What follows belongs to an exercise in optimizing a design on an open flow for small area; a production flow would make more cautious choices.
Only simulation tests tie the RTL to the original design; equivalence was not proved.

## v6
## wh8_core
module wh8_core (
    input  wire       clk,
    input  wire       rst,
    input  wire       disp_valid,
    output wire       disp_ready,
    input  wire [1:0] disp_seg,
    input  wire [7:0] disp_pc,
    input  wire [7:0] disp_acc,
    input  wire [7:0] disp_x,
    input  wire [7:0] disp_y,
    input  wire       disp_z,
    input  wire [7:0] disp_ir,
    input  wire [7:0] disp_quantum,
    output wire       mem_req,
    output wire       mem_we,
    output wire [9:0] mem_addr,
    output wire [7:0] mem_wdata,
    input  wire       mem_ack,
    input  wire [7:0] mem_rdata,
    output wire       ret_valid,
    output wire       done_valid,
    output wire [2:0] done_cause,
    output wire [7:0] r_pc,
    output wire [7:0] r_acc,
    output wire [7:0] r_x,
    output wire [7:0] r_y,
    output wire       r_z,
    output wire [7:0] r_ir,
    output wire       con_valid,
    output wire [7:0] con_data
);
    localparam [3:0] S_IDLE  = 4'd0;
    localparam [3:0] S_FETCH = 4'd1;
    localparam [3:0] S_DEC   = 4'd2;
    localparam [3:0] S_ARG1  = 4'd3;
  ...
Size in the first run: about 600 cells after synthesis, about 140 I/O pins.
==> flow/config.mk <==
export PLATFORM = sky130hd
export DESIGN_NAME = wh8_core
export DESIGN_NICKNAME = wh8_core
export VERILOG_FILES = /design/flow/design.v
export SDC_FILE = /design/flow/constraint.sdc
export NUM_CORES = 4
export LEC_CHECK = 0
export ABC_AREA = 1
export CAP_MARGIN = 20
export CORE_MARGIN = 2
export CORE_UTILIZATION = 40
export SLEW_MARGIN = 20
==> flow/constraint.sdc <==
create_clock -name core_clock -period 10.0 [get_ports {clk}]
set_input_delay 2.0000 -clock core_clock [delete_from_list [all_inputs] [get_ports {clk}]]
set_output_delay 2.0000 -clock core_clock [all_outputs]
set_load 0.01 [all_outputs]
standard.sh (not shown) runs the stock make flow with config.mk's settings and CLKGATE_MAP_FILE= SYNTH_SCRIPT=/design/flow/synth_recipe.tcl, a recipe that flattens the netlist after the stock synthesis.
==> flow/flow/run.sh <==
#!/bin/bash
# Standard ORFS layout with an area-oriented ABC script, small port buffers
# and a lean clock tree. Each tool's full output goes to a log file in the
# folder this runs in.
set -uo pipefail
cd "$(dirname "$0")/.."
export FLOW_WORK="$PWD"
bash standard.sh \
  "SYNTH_SCRIPT=$PWD/flow/synth.tcl" \
  "ADDER_MAP_FILE=" \
  "BUFFER_PORTS_ARGS=-buffer_cell sky130_fd_sc_hd__buf_1" \
  "CTS_ARGS=-sink_clustering_enable -repair_clock_nets -dont_use_dummy_load -buf_list {sky130_fd_sc_hd__clkbuf_2 sky130_fd_sc_hd__clkbuf_4 sky130_fd_sc_hd__clkbuf_8}" \
  finish > standard.log 2>&1
==> flow/flow/area.abc <==
strash
dc2
&get -n
&dch -f
&nf -a -R 1000
&put
==> flow/flow/synth.tcl <==
# The standard synthesis (synth_recipe.tcl), with ABC mapping for area:
# ORFS's abc call is given area.abc as its script and no delay target.
proc abc {args} {
  set i [lsearch -exact $args -script]
  if {$i >= 0} {
    set args [lreplace $args $i [expr {$i + 1}] -script $::env(FLOW_WORK)/flow/area.abc]
  }
  set j [lsearch -exact $args -D]
  if {$j >= 0} {
    set args [lreplace $args $j [expr {$j + 1}]]
  }
  yosys abc {*}$args
}
source $::env(FLOW_WORK)/synth_recipe.tcl
[inputs] v7 vs v6
==> flow/flow/run.sh <==
#!/bin/bash
# Standard ORFS layout with small port buffers and a lean clock tree.
# Each tool's full output goes to a log file in the folder this runs in.
set -uo pipefail
cd "$(dirname "$0")/.."
bash standard.sh \
  "BUFFER_PORTS_ARGS=-buffer_cell sky130_fd_sc_hd__buf_1" \
  "CTS_ARGS=-sink_clustering_enable -repair_clock_nets -dont_use_dummy_load -buf_list {sky130_fd_sc_hd__clkbuf_2 sky130_fd_sc_hd__clkbuf_4 sky130_fd_sc_hd__clkbuf_8}" \
  finish > standard.log 2>&1
removed: flow/flow/area.abc
removed: flow/flow/synth.tcl
==> notes.md <==
v7 ended up with a lower number of buffers other than clock buffers in the final layout than v6 did.
Antenna diode count: v6 vs v7 identical
A most frequent standard cell in the layout excluding fill and tap cells of nand2_1 is what v7 shows, while buf_1 belongs to v6.
Via count went up by more than 10% going from v6 to v7.
In v7, the number of buffers and inverters on the critical path came out 1 above the value in v6.

[afterwards: timing with drivers on the ports]
No port has a modelled driver above. Below, the same layouts with a new extraction and two added sets of constraints. Step 1 assumes that a clkbuf_16 drives the clock port and a buf_2 every other input. Step 2 times the ports against the registers' clock, not the clock port: input delays grow and output delays shrink by t, the midpoint of the rising clock arrivals with the driver on. Slacks: ideal / step 1 / step 2; pairs: ideal / step 1.
run	t, ns	setup WS [ns]	worst hold slack (ns)	worst register clock-pin slew, ns	worst data-port slew with drivers (ns)
v6	0.397	4.626 / 4.607 / 4.489	0.628 / 0.628 / 0.628	0.07 / 0.07	0.04
v7	0.399	4.454 / 4.435 / 4.435	0.591 / 0.591 / 0.591	0.08 / 0.08	0.05
After both steps every run listed still meets setup and hold. The setup slack of v6, which loses most, moves by -0.019 ns with the drivers and by -0.137 ns with both steps.
